This design comes from an exercise in tuning for small area, a short achievable clock period and few clock cycles on the open sky130 flow, not from production work. In this exercise RTL edits were held to simulation tests only and were not proved equivalent to the original.

## design/flow/config.mk

```make
export PLATFORM = sky130hd
export DESIGN_NAME = gotune_gate
export DESIGN_NICKNAME = gotune_gate
export VERILOG_FILES = /design/flow/design.v
export SDC_FILE = /design/flow/constraint.sdc
export NUM_CORES = 4
export LEC_CHECK = 0
export CAP_MARGIN = 20
export CORE_MARGIN = 2
export CORE_UTILIZATION = 25
export PLACE_DENSITY = 0.35
export SLEW_MARGIN = 20
```

## design/flow/constraint.sdc

```tcl
create_clock -name core_clock -period 40.0 [get_ports {clk}]
set_input_delay 8.0000 -clock core_clock [delete_from_list [all_inputs] [get_ports {clk}]]
set_output_delay 8.0000 -clock core_clock [all_outputs]
set_load 0.01 [all_outputs]
```

## design/flow/design.v

```verilog
module fp64_add (
    input  wire [63:0] a,
    input  wire [63:0] b,
    output reg  [63:0] y
);
    localparam [63:0] QNAN = 64'h7FF8000000000000;
    wire        sa = a[63];
    wire        sb = b[63];
    wire [10:0] ea = a[62:52];
    wire [10:0] eb = b[62:52];
    wire [51:0] fa = a[51:0];
    wire [51:0] fb = b[51:0];
    wire a_nan = (ea == 11'h7FF) && (fa != 52'd0);
    wire b_nan = (eb == 11'h7FF) && (fb != 52'd0);
    wire a_inf = (ea == 11'h7FF) && (fa == 52'd0);
    wire b_inf = (eb == 11'h7FF) && (fb == 52'd0);
    wire        a_big = (a[62:0] >= b[62:0]);
    wire        sx = a_big ? sa : sb;
    wire        sz = a_big ? sb : sa;
    wire [10:0] ex_raw = a_big ? ea : eb;
    wire [10:0] ez_raw = a_big ? eb : ea;
    wire [51:0] fx = a_big ? fa : fb;
    wire [51:0] fz = a_big ? fb : fa;
    wire [10:0] ex = (ex_raw == 11'd0) ? 11'd1 : ex_raw;
    wire [10:0] ez = (ez_raw == 11'd0) ? 11'd1 : ez_raw;
    wire [52:0] mx = {ex_raw != 11'd0, fx};
    wire [52:0] mz = {ez_raw != 11'd0, fz};
    wire [10:0] d  = ex - ez;
    wire        sub = sx ^ sz;
    reg  [55:0] xw, zw, zsh;
    reg  [56:0] s;
    reg  [55:0] nrm;
    reg  [11:0] e;
    reg  [5:0]  lz;
    reg  [11:0] shl;
    reg         sticky;
    reg  [53:0] m;
    reg         rup;
    integer     i;
    always @* begin
        i = 0;
        sticky = 1'b0;
        lz = 6'd0;
        shl = 12'd0;
        xw = {mx, 3'b000};
        zw = {mz, 3'b000};
        if (d >= 11'd56) begin
            zsh = {55'd0, (mz != 53'd0)};
        end else begin
            zsh = zw >> d;
            for (i = 0; i < 56; i = i + 1)
                if (i < d && zw[i]) sticky = 1'b1;
            zsh[0] = zsh[0] | sticky;
        end
        if (sub) s = {1'b0, xw} - {1'b0, zsh};
        else     s = {1'b0, xw} + {1'b0, zsh};
        e = {1'b0, ex};
        if (s[56]) begin
            nrm = s[56:1];
            nrm[0] = s[1] | s[0];
            e = e + 12'd1;
        end else begin
            lz = 6'd56;
            for (i = 0; i < 56; i = i + 1)
                if (s[i]) lz = 55 - i;
            if ({6'd0, lz} > e - 12'd1) shl = e - 12'd1;
            else                        shl = {6'd0, lz};
            nrm = s[55:0] << shl;
            e = e - shl;
        end
        rup = nrm[2] & (nrm[1] | nrm[0] | nrm[3]);
        m = {1'b0, nrm[55:3]} + {53'd0, rup};
        if (m[53]) begin
            m = m >> 1;
            e = e + 12'd1;
        end
        if (a_nan || b_nan || (a_inf && b_inf && (sa != sb))) begin
            y = QNAN;
        end else if (a_inf) begin
            y = a;
        end else if (b_inf) begin
            y = b;
        end else if (s == 57'd0) begin
            y = {sa & sb, 63'd0};
        end else if (e >= 12'd2047) begin
            y = {sx, 11'h7FF, 52'd0};
        end else if (!m[52]) begin
            y = {sx, 11'd0, m[51:0]};
        end else begin
            y = {sx, e[10:0], m[51:0]};
        end
    end
endmodule
module fp64_mul (
    input  wire [63:0] a,
    input  wire [63:0] b,
    output reg  [63:0] y
);
    localparam [63:0] QNAN = 64'h7FF8000000000000;
    wire        sa = a[63];
    wire        sb = b[63];
    wire [10:0] ea = a[62:52];
    wire [10:0] eb = b[62:52];
    wire [51:0] fa = a[51:0];
    wire [51:0] fb = b[51:0];
    wire a_zero = (a[62:0] == 63'd0);
    wire b_zero = (b[62:0] == 63'd0);
    wire a_nan  = (ea == 11'h7FF) && (fa != 52'd0);
    wire b_nan  = (eb == 11'h7FF) && (fb != 52'd0);
    wire a_inf  = (ea == 11'h7FF) && (fa == 52'd0);
    wire b_inf  = (eb == 11'h7FF) && (fb == 52'd0);
    wire sy     = sa ^ sb;
    wire [52:0] ma = {ea != 11'd0, fa};
    wire [52:0] mb = {eb != 11'd0, fb};
    reg  [52:0]  ma_n, mb_n;
    reg  [5:0]   lza, lzb;
    reg  signed [12:0] e;
    reg  [105:0] p;
    reg  [55:0]  x;
    reg  [12:0]  sh;
    reg          stk;
    reg  [53:0]  m;
    reg          rup;
    integer i;
    always @* begin
        lza = 6'd0;
        lzb = 6'd0;
        for (i = 0; i < 53; i = i + 1) begin
            if (ma[i]) lza = 52 - i;
            if (mb[i]) lzb = 52 - i;
        end
        ma_n = ma << lza;
        mb_n = mb << lzb;
        e = $signed({2'b00, (ea == 11'd0) ? 11'd1 : ea}) - $signed({7'd0, lza})
          + $signed({2'b00, (eb == 11'd0) ? 11'd1 : eb}) - $signed({7'd0, lzb})
          - 13'sd1023;
        p = ma_n * mb_n;
        if (p[105]) begin
            x = {p[105:51], p[50:0] != 51'd0};
            e = e + 13'sd1;
        end else begin
            x = {p[104:50], p[49:0] != 50'd0};
        end
        stk = 1'b0;
        sh  = 13'd0;
        if (e <= 13'sd0) begin
            sh = 13'd1 - e;
            if (sh >= 13'd56) begin
                x = {55'd0, (x != 56'd0)};
            end else begin
                for (i = 0; i < 56; i = i + 1)
                    if (i < sh && x[i]) stk = 1'b1;
                x = x >> sh;
                x[0] = x[0] | stk;
            end
            e = 13'sd1;
        end
        rup = x[2] & (x[1] | x[0] | x[3]);
        m = {1'b0, x[55:3]} + {53'd0, rup};
        if (m[53]) begin
            m = m >> 1;
            e = e + 13'sd1;
        end
        if (a_nan || b_nan || (a_inf && b_zero) || (a_zero && b_inf))
            y = QNAN;
        else if (a_inf || b_inf)
            y = {sy, 11'h7FF, 52'd0};
        else if (a_zero || b_zero)
            y = {sy, 63'd0};
        else if (e >= 13'sd2047)
            y = {sy, 11'h7FF, 52'd0};
        else if (!m[52])
            y = {sy, 11'd0, m[51:0]};
        else
            y = {sy, e[10:0], m[51:0]};
    end
endmodule
module fp64_div (
    input  wire        clk,
    input  wire        rst,
    input  wire        start,
    input  wire [63:0] a,
    input  wire [63:0] b,
    output reg         done,
    output reg  [63:0] y
);
    localparam [63:0] QNAN = 64'h7FF8000000000000;
    localparam [1:0] S_IDLE = 2'd0, S_RUN = 2'd1, S_FIN = 2'd2;
    wire        sa = a[63];
    wire        sb = b[63];
    wire [10:0] ea = a[62:52];
    wire [10:0] eb = b[62:52];
    wire [51:0] fa = a[51:0];
    wire [51:0] fb = b[51:0];
    wire a_zero = (a[62:0] == 63'd0);
    wire b_zero = (b[62:0] == 63'd0);
    wire a_nan  = (ea == 11'h7FF) && (fa != 52'd0);
    wire b_nan  = (eb == 11'h7FF) && (fb != 52'd0);
    wire a_inf  = (ea == 11'h7FF) && (fa == 52'd0);
    wire b_inf  = (eb == 11'h7FF) && (fb == 52'd0);
    wire sq     = sa ^ sb;
    wire [52:0] ma = {ea != 11'd0, fa};
    wire [52:0] mb = {eb != 11'd0, fb};
    reg  [52:0] ma_n, mb_n;
    reg  [5:0]  lza, lzb;
    reg  signed [12:0] ea_n, eb_n, eq0;
    integer i, j;
    always @* begin
        i = 0;
        lza = 6'd0;
        lzb = 6'd0;
        for (i = 0; i < 53; i = i + 1) begin
            if (ma[i]) lza = 52 - i;
            if (mb[i]) lzb = 52 - i;
        end
        ma_n = ma << lza;
        mb_n = mb << lzb;
        ea_n = $signed({2'b00, (ea == 11'd0) ? 11'd1 : ea}) - $signed({7'd0, lza});
        eb_n = $signed({2'b00, (eb == 11'd0) ? 11'd1 : eb}) - $signed({7'd0, lzb});
        eq0  = ea_n - eb_n + 13'sd1023;
    end
    reg  [1:0]  state;
    reg  [5:0]  cnt;
    reg  [53:0] rem;
    reg  [52:0] div;
    reg  [55:0] q;
    reg  signed [12:0] eq;
    reg         sgn;
    wire        ge   = (rem >= {1'b0, div});
    wire [53:0] diff = rem - {1'b0, div};
    reg  [55:0] x;
    reg  [12:0] sh;
    reg         stk;
    reg  [53:0] m;
    reg  signed [12:0] e;
    reg         rup;
    reg  [63:0] res;
    always @* begin
        j   = 0;
        x   = {q[55:1], q[0] | (rem != 54'd0)};
        e   = eq;
        stk = 1'b0;
        sh  = 13'd0;
        if (eq <= 13'sd0) begin
            sh = 13'd1 - eq;
            if (sh >= 13'd56) begin
                x = {55'd0, (x != 56'd0)};
            end else begin
                for (j = 0; j < 56; j = j + 1)
                    if (j < sh && x[j]) stk = 1'b1;
                x = x >> sh;
                x[0] = x[0] | stk;
            end
            e = 13'sd1;
        end
        rup = x[2] & (x[1] | x[0] | x[3]);
        m = {1'b0, x[55:3]} + {53'd0, rup};
        if (m[53]) begin
            m = m >> 1;
            e = e + 13'sd1;
        end
        if (e >= 13'sd2047)
            res = {sgn, 11'h7FF, 52'd0};
        else if (!m[52])
            res = {sgn, 11'd0, m[51:0]};
        else
            res = {sgn, e[10:0], m[51:0]};
    end
    always @(posedge clk) begin
        if (rst) begin
            state <= S_IDLE;
            done  <= 1'b0;
            cnt   <= 6'd0;
            y     <= 64'd0;
        end else begin
            done <= 1'b0;
            case (state)
                S_IDLE: if (start) begin
                    sgn <= sq;
                    if (a_nan || b_nan || (a_inf && b_inf) || (a_zero && b_zero)) begin
                        y    <= QNAN;
                        done <= 1'b1;
                    end else if (a_inf || b_zero) begin
                        y    <= {sq, 11'h7FF, 52'd0};
                        done <= 1'b1;
                    end else if (a_zero || b_inf) begin
                        y    <= {sq, 63'd0};
                        done <= 1'b1;
                    end else begin
                        div <= mb_n;
                        q   <= 56'd0;
                        cnt <= 6'd0;
                        if (ma_n < mb_n) begin
                            rem <= {ma_n, 1'b0};
                            eq  <= eq0 - 13'sd1;
                        end else begin
                            rem <= {1'b0, ma_n};
                            eq  <= eq0;
                        end
                        state <= S_RUN;
                    end
                end
                S_RUN: begin
                    q   <= {q[54:0], ge};
                    rem <= ge ? {diff[52:0], 1'b0} : {rem[52:0], 1'b0};
                    cnt <= cnt + 6'd1;
                    if (cnt == 6'd55) state <= S_FIN;
                end
                S_FIN: begin
                    y     <= res;
                    done  <= 1'b1;
                    state <= S_IDLE;
                end
                default: state <= S_IDLE;
            endcase
        end
    end
endmodule
module fp64_sqrt (
    input  wire        clk,
    input  wire        rst,
    input  wire        start,
    input  wire [63:0] a,
    output reg         done,
    output reg  [63:0] y
);
    localparam [63:0] QNAN = 64'h7FF8000000000000;
    localparam [1:0] S_IDLE = 2'd0, S_RUN = 2'd1, S_FIN = 2'd2;
    wire        sa = a[63];
    wire [10:0] ea = a[62:52];
    wire [51:0] fa = a[51:0];
    wire a_zero = (a[62:0] == 63'd0);
    wire a_nan  = (ea == 11'h7FF) && (fa != 52'd0);
    wire a_inf  = (ea == 11'h7FF) && (fa == 52'd0);
    wire [52:0] ma = {ea != 11'd0, fa};
    reg  [52:0] ma_n;
    reg  [5:0]  lza;
    reg  signed [12:0] ua;
    reg  [53:0] mrad;          
    reg  signed [12:0] uh;     
    integer i;
    always @* begin
        lza = 6'd0;
        for (i = 0; i < 53; i = i + 1)
            if (ma[i]) lza = 52 - i;
        ma_n = ma << lza;
        ua = $signed({2'b00, (ea == 11'd0) ? 11'd1 : ea}) - $signed({7'd0, lza}) - 13'sd1023;
        if (ua[0]) begin
            mrad = {ma_n, 1'b0};
            uh   = (ua - 13'sd1) >>> 1;
        end else begin
            mrad = {1'b0, ma_n};
            uh   = ua >>> 1;
        end
    end
    reg  [1:0]   state;
    reg  [5:0]   cnt;
    reg  [107:0] rad;          
    reg  [57:0]  rem;
    reg  [53:0]  root;
    reg  signed [12:0] eh;
    wire [57:0] rem_in = {rem[55:0], rad[107:106]};
    wire [57:0] trial  = {2'b00, root, 2'b01};
    wire        ge     = (rem_in >= trial);
    reg  [53:0] m;
    reg  signed [12:0] e;
    reg         rup;
    always @* begin
        rup = root[0] & ((rem != 58'd0) | root[1]);
        m = {1'b0, root[53:1]} + {53'd0, rup};
        e = eh + 13'sd1023;
        if (m[53]) begin
            m = m >> 1;
            e = e + 13'sd1;
        end
    end
    always @(posedge clk) begin
        if (rst) begin
            state <= S_IDLE;
            done  <= 1'b0;
            cnt   <= 6'd0;
            y     <= 64'd0;
        end else begin
            done <= 1'b0;
            case (state)
                S_IDLE: if (start) begin
                    if (a_nan || (sa && !a_zero)) begin
                        y    <= QNAN;
                        done <= 1'b1;
                    end else if (a_zero || a_inf) begin
                        y    <= a;
                        done <= 1'b1;
                    end else begin
                        rad   <= {mrad, 54'd0};
                        rem   <= 58'd0;
                        root  <= 54'd0;
                        eh    <= uh;
                        cnt   <= 6'd0;
                        state <= S_RUN;
                    end
                end
                S_RUN: begin
                    rad  <= {rad[105:0], 2'b00};
                    rem  <= ge ? (rem_in - trial) : rem_in;
                    root <= {root[52:0], ge};
                    cnt  <= cnt + 6'd1;
                    if (cnt == 6'd53) state <= S_FIN;
                end
                S_FIN: begin
                    y     <= {1'b0, e[10:0], m[51:0]};
                    done  <= 1'b1;
                    state <= S_IDLE;
                end
                default: state <= S_IDLE;
            endcase
        end
    end
endmodule
module fp64_gt (
    input  wire [63:0] a,
    input  wire [63:0] b,
    output wire        gt
);
    wire a_nan = (a[62:52] == 11'h7FF) && (a[51:0] != 52'd0);
    wire b_nan = (b[62:52] == 11'h7FF) && (b[51:0] != 52'd0);
    wire both_zero = (a[62:0] == 63'd0) && (b[62:0] == 63'd0);
    reg  r;
    always @* begin
        if (a_nan || b_nan || both_zero)
            r = 1'b0;
        else if (a[63] != b[63])
            r = !a[63];
        else if (!a[63])
            r = (a[62:0] > b[62:0]);
        else
            r = (a[62:0] < b[62:0]);
    end
    assign gt = r;
endmodule
module fp64_from_u16 (
    input  wire [15:0] n,
    output reg  [63:0] y
);
    reg [3:0]  msb;
    reg [15:0] sh;
    integer i;
    always @* begin
        msb = 4'd0;
        for (i = 0; i < 16; i = i + 1)
            if (n[i]) msb = i;
        sh = n << (4'd15 - msb);
        if (n == 16'd0)
            y = 64'd0;
        else
            y = {1'b0, 11'd1023 + {7'd0, msb}, sh[14:0], 37'd0};
    end
endmodule
module gotune_gate (
    input  wire        clk,
    input  wire        rst,
    input  wire        start_valid,
    output wire        start_ready,
    input  wire [15:0] cfg_n,
    input  wire [63:0] cfg_silence,
    input  wire        s_valid,
    output wire        s_ready,
    input  wire [63:0] s_data,
    output reg         r_valid,
    output reg  [63:0] r_rms,
    output reg         r_silent
);
    localparam [2:0] S_IDLE   = 3'd0,
                     S_STREAM = 3'd1,
                     S_DRAIN  = 3'd2,
                     S_DIV    = 3'd3,
                     S_DIVW   = 3'd4,
                     S_SQRTW  = 3'd5,
                     S_EMPTY  = 3'd6;
    reg  [2:0]  state;
    reg  [15:0] n_len;
    reg  [63:0] silence;
    reg  [15:0] cnt;           
    reg  [63:0] sq;            
    reg         sq_v;
    reg  [63:0] acc;           
    assign start_ready = (state == S_IDLE);
    assign s_ready     = (state == S_STREAM);
    wire in_fire = s_valid && s_ready;
    wire [63:0] sq_w, acc_w, n_f, mean, rms;
    wire        div_done, sqrt_done, below;
    fp64_mul      u_mul  (.a(s_data), .b(s_data), .y(sq_w));
    fp64_add      u_add  (.a(acc), .b(sq), .y(acc_w));
    fp64_from_u16 u_cvt  (.n(n_len), .y(n_f));
    fp64_div      u_div  (.clk(clk), .rst(rst), .start(state == S_DIV),
                          .a(acc), .b(n_f), .done(div_done), .y(mean));
    fp64_sqrt     u_sqrt (.clk(clk), .rst(rst), .start(div_done),
                          .a(mean), .done(sqrt_done), .y(rms));
    fp64_gt       u_gt   (.a(silence), .b(rms), .gt(below));
    always @(posedge clk) begin
        if (rst) begin
            state    <= S_IDLE;
            r_valid  <= 1'b0;
            r_rms    <= 64'd0;
            r_silent <= 1'b0;
            sq_v     <= 1'b0;
            cnt      <= 16'd0;
            acc      <= 64'd0;
        end else begin
            r_valid <= 1'b0;
            sq_v    <= in_fire;
            if (in_fire) sq <= sq_w;
            if (sq_v)    acc <= acc_w;
            case (state)
                S_IDLE: if (start_valid) begin
                    n_len   <= cfg_n;
                    silence <= cfg_silence;
                    cnt     <= 16'd0;
                    acc     <= 64'd0;
                    state   <= (cfg_n == 16'd0) ? S_EMPTY : S_STREAM;
                end
                S_STREAM: if (in_fire) begin
                    cnt <= cnt + 16'd1;
                    if (cnt == n_len - 16'd1) state <= S_DRAIN;
                end
                S_DRAIN: state <= S_DIV;
                S_DIV:   state <= S_DIVW;
                S_DIVW:  if (div_done) state <= S_SQRTW;
                S_SQRTW: if (sqrt_done) begin
                    r_valid  <= 1'b1;
                    r_rms    <= rms;
                    r_silent <= below;
                    state    <= S_IDLE;
                end
                S_EMPTY: begin
                    r_valid  <= 1'b1;
                    r_rms    <= 64'd0;
                    r_silent <= 1'b1;
                    state    <= S_IDLE;
                end
                default: state <= S_IDLE;
            endcase
        end
    end
endmodule
```

## design/flow/run.sh

```bash
#!/bin/bash
# synth_recipe.tcl (not shown) runs the flow's synth.tcl, then flattens the netlist and writes it again
# the make line also repeats each setting of config.mk as NAME=value (left out here)
make -C /OpenROAD-flow-scripts/flow DESIGN_CONFIG=/design/flow/config.mk WORK_HOME=/design/flow/orfs CLKGATE_MAP_FILE= SYNTH_SCRIPT=/design/flow/synth_recipe.tcl finish
```

==> flow_metrics.env <==
export IMPL_synth_cells=20270
export IMPL_slowest_delay_ns=0.84
export IMPL_grt_max_degree=82
export IMPL_relSlewSlack=0.153
export IMPL_design_core_area_um2=663000
export IMPL_cp_slowest_cell="a211oi_1"
export IMPL_synth_area_per_cell_um2=8.20
export IMPL_yosys_area_top_type="fa_1"
export IMPL_hold_buffers=0
export IMPL_overflow=0
export IMPL_finalSetupTns_ns=0
export IMPL_hold_viol_final=0
export IMPL_hold_class="reg -> reg"
export IMPL_placed_cells=28848
export IMPL_vias=148748
export IMPL_setup_viol=0
export IMPL_io_pins=216
export IMPL_finClkSkew_ns=0.101
export IMPL_cts_setup_buffers=0
export IMPL_drt_first_pass_iters=6
export IMPL_wl_mm=806
export IMPL_synth_simple_area_share=0.167
export IMPL_path_max_fanout=51
export IMPL_worstMarginPinSlew_ns=1.26
export IMPL_synth_ff_type="edfxtp_1"
export IMPL_path_common_cell="buf_4"
export IMPL_synthXorXnorAreaFrac=0.0287
export IMPL_drt_first_iter_violations=13360
export IMPL_cap_violations=0
export IMPL_crit_type="in -> reg"
export IMPL_chipHeight_um=819
export IMPL_postCtsResizedCells=0
export IMPL_synthAdderAreaFrac=0.363
export IMPL_ys_ff_latch=756
export IMPL_cts_sinks=756
export IMPL_gp_congestion=0.963
export IMPL_portBuffers=214
export IMPL_fill_cells=72251
export IMPL_htree_levels=3
export IMPL_cp_start_kind="input pin"
export IMPL_rsz0062_at_grt="false"
export IMPL_grt_pass1_vias=152128
export IMPL_max_freq_mhz=29.3
export IMPL_rows=299
export IMPL_period_needed_ns=34.14
export IMPL_place_hpwl_mm=650
export IMPL_finalCritPeriodShare=0.854
export IMPL_arrival_ns=34.64
export IMPL_clkTransAtPathRegs_ns=0.06
export IMPL_drive_gt1_frac=0.0632
export IMPL_synth_mux_area_frac=0.0650
export IMPL_hold_ws_ns=0.454
export IMPL_antenna_found_initial=57
export IMPL_cp_end_kind="flip-flop"
export IMPL_avgViaCountPerCell=5.12
export IMPL_reg2reg_from="sq[57]"
export IMPL_synth_top_family_by_area="adder cells"
export IMPL_worstSkewPairLatency_ns=0.87
export IMPL_multiInputGateArea_um2=130000
export IMPL_yosysSeqAreaShare=0.119
export IMPL_globalRouteTotalUtil=0.235
export IMPL_instances_no_fill=29068
export IMPL_run_status="finished clean"
export IMPL_cts_root_buffer="clkbuf_16"
export IMPL_synthTopCellsByArea="fa_1, edfxtp_1, inv_1, ha_1, nand2_1"
export IMPL_min_from="r_rms[50]"
export IMPL_ant_nets=0
export IMPL_drc=0
export IMPL_die_width_um=819
export IMPL_numCtsBuffers=105
export IMPL_crit_start="s_data[55]"
export IMPL_syn_to_final_growth_pct=10.7
export IMPL_cts_tree="yes"
export IMPL_synth_compound_area_frac=0.154
export IMPL_synth_cell_area_um2=166000
export IMPL_regArea_um2=19700
export IMPL_wl_per_cell_um=27.7
export IMPL_cp_required_ns=40.50
export IMPL_cts_max_path_buffers=4
export IMPL_initial_core_util=0.251
export IMPL_grt_pass1_wl_mm=1150
export IMPL_synth_edf_count=460
export IMPL_die_area_um2=671000
export IMPL_yosys_area_top_type_share=0.293
export IMPL_synthArstFlopShare=0
export IMPL_synth_warnings=7
export IMPL_ys_types=124
export IMPL_layout_nets=23588
export IMPL_finalMaxSlewViolations=0
-- cell type report --
type | count | area share
clock inverters | 49 | 0.00292
repair buffers | 745 | 0.0333
well taps | 8879 | 0.0604
diodes | 28 | 0.000381
flip-flops and latches | 756 | 0.107
clock buffers | 142 | 0.0164
inverters | 3456 | 0.0706
multi-input cells | 15013 | 0.709
-- cells in the final DEF, fill, tap and decap left out, drive strengths merged, types with 347 or more instances in the layout --
master / n
ha: 927
fa: 2436
edfxtp: 460
buf: 531
nand2: 2139
nor3: 428
nor2: 1963
xnor2: 347
o21ai: 844
mux2i: 734
inv: 3439
a21oi: 1227
-- Yosys cell counts, drive strengths merged, types with 192 or more instances --
cell    instances
o21ai         844
a21o          192
a21oi        1227
nand3         344
nor3          428
xnor2         347
ha            927
clkbuf        831
edfxtp        460
nor4          228
buf           219
inv          3426
mux2i         734
nand4         209
xor2          196
nor2         1963
fa           2436
dfxtp         296
a211oi        193
nand2        2139
-- cell families (layout without fill, tap and decap cells) --
logic type | Yosys count | in the layout
AOI/OAI and AO/OA | 3966 | 3966
xor gates and xnor gates | 543 | 543
DFF | 756 | 756
buffers and inverters | 4506 | 4392
other | 2 | 35
adders and majority gates | 3365 | 3365
muxes | 964 | 964
and+or+nand+nor | 6168 | 6168
-- path summary, 6_finish.rpt --
| check | end | cells after the start | slack [ns] |
|---|---|---|---|
| setup / recovery | sq[47] | 72 | 5.86 |
| hold reg to reg | r_rms[50] | 2 | 0.45 |
| setup reg to reg | acc[28] | 79 | 13.18 |
| hold / removal | r_rms[50] | 2 | 0.45 |
-- metrics by stage --
stage	instance area (um^2)	utilization	setup slack [ns]
finish	184000	0.278	5.86
global route	184000	0.278	4.42
CTS	184000	0.278	5.74
detailed placement	180000	0.272	4.98
global placement	180000	0.272	4.90
floorplan	166000	-	10.43
-- worst max-delay path: cells and delay by family --
kind,cells,cell delay [ns]
AND/OR/NAND/NOR,22,6.35
adder cells (fa/ha/maj),11,4.88
buffers and inverters,16,4.62
multiplexers,5,1.79
AO/OA/AOI/OAI,18,8.75
-- flip-flops by register name, indices dropped and copies added (netlist names), 3 cells and up --
register	flops
acc	64
cnt	16
n_len	16
r_rms	64
silence	64
sq	63
state	3
u_div.cnt	6
u_div.div	16
u_div.eq	13
u_div.q	56
u_div.rem	54
u_div.y	64
u_sqrt.cnt	6
u_sqrt.eh	11
u_sqrt.rad	54
u_sqrt.rem	58
u_sqrt.root	54
u_sqrt.y	64
-- per-layer routing --
layer / vias to the layer above / global-route usage / routed length [um]
met1: 76215 / 0.336 / 375000
met2: 4555 / 0.371 / 359000
met3: 802 / 0.0314 / 46900
li1: 67166 / - / -
met4: 10 / 0.0613 / 24900
met5: - / 0 / 71
Testbench counts, summed over its fixed seeds: cycles 84,793.

[static timing again, ports no longer ideal]
In the flow no input, the clock included, has a driving cell. The finished layout below was timed again as built, in two steps.
Step 1: set_driving_cell puts a clkbuf_16 on clk and a buf_2 on each other input, an assumption about the parent block.
Step 2 times the ports against the registers' clock, not the clock port: input delays grow and output delays shrink by t, the midpoint of the rising clock arrivals with the driver on.
Three values: ideal, step 1, step 2; two values: the first two.
shift t [ns]: 0.954
slack for setup (ns): 5.856 / 5.928 / 4.974
worst hold slack (ns): 0.454 / 0.454 / 0.454
After both steps setup and hold are still met in this run. For this run, drivers alone change the setup slack by +0.072 ns; drivers and shift together by -0.882 ns.
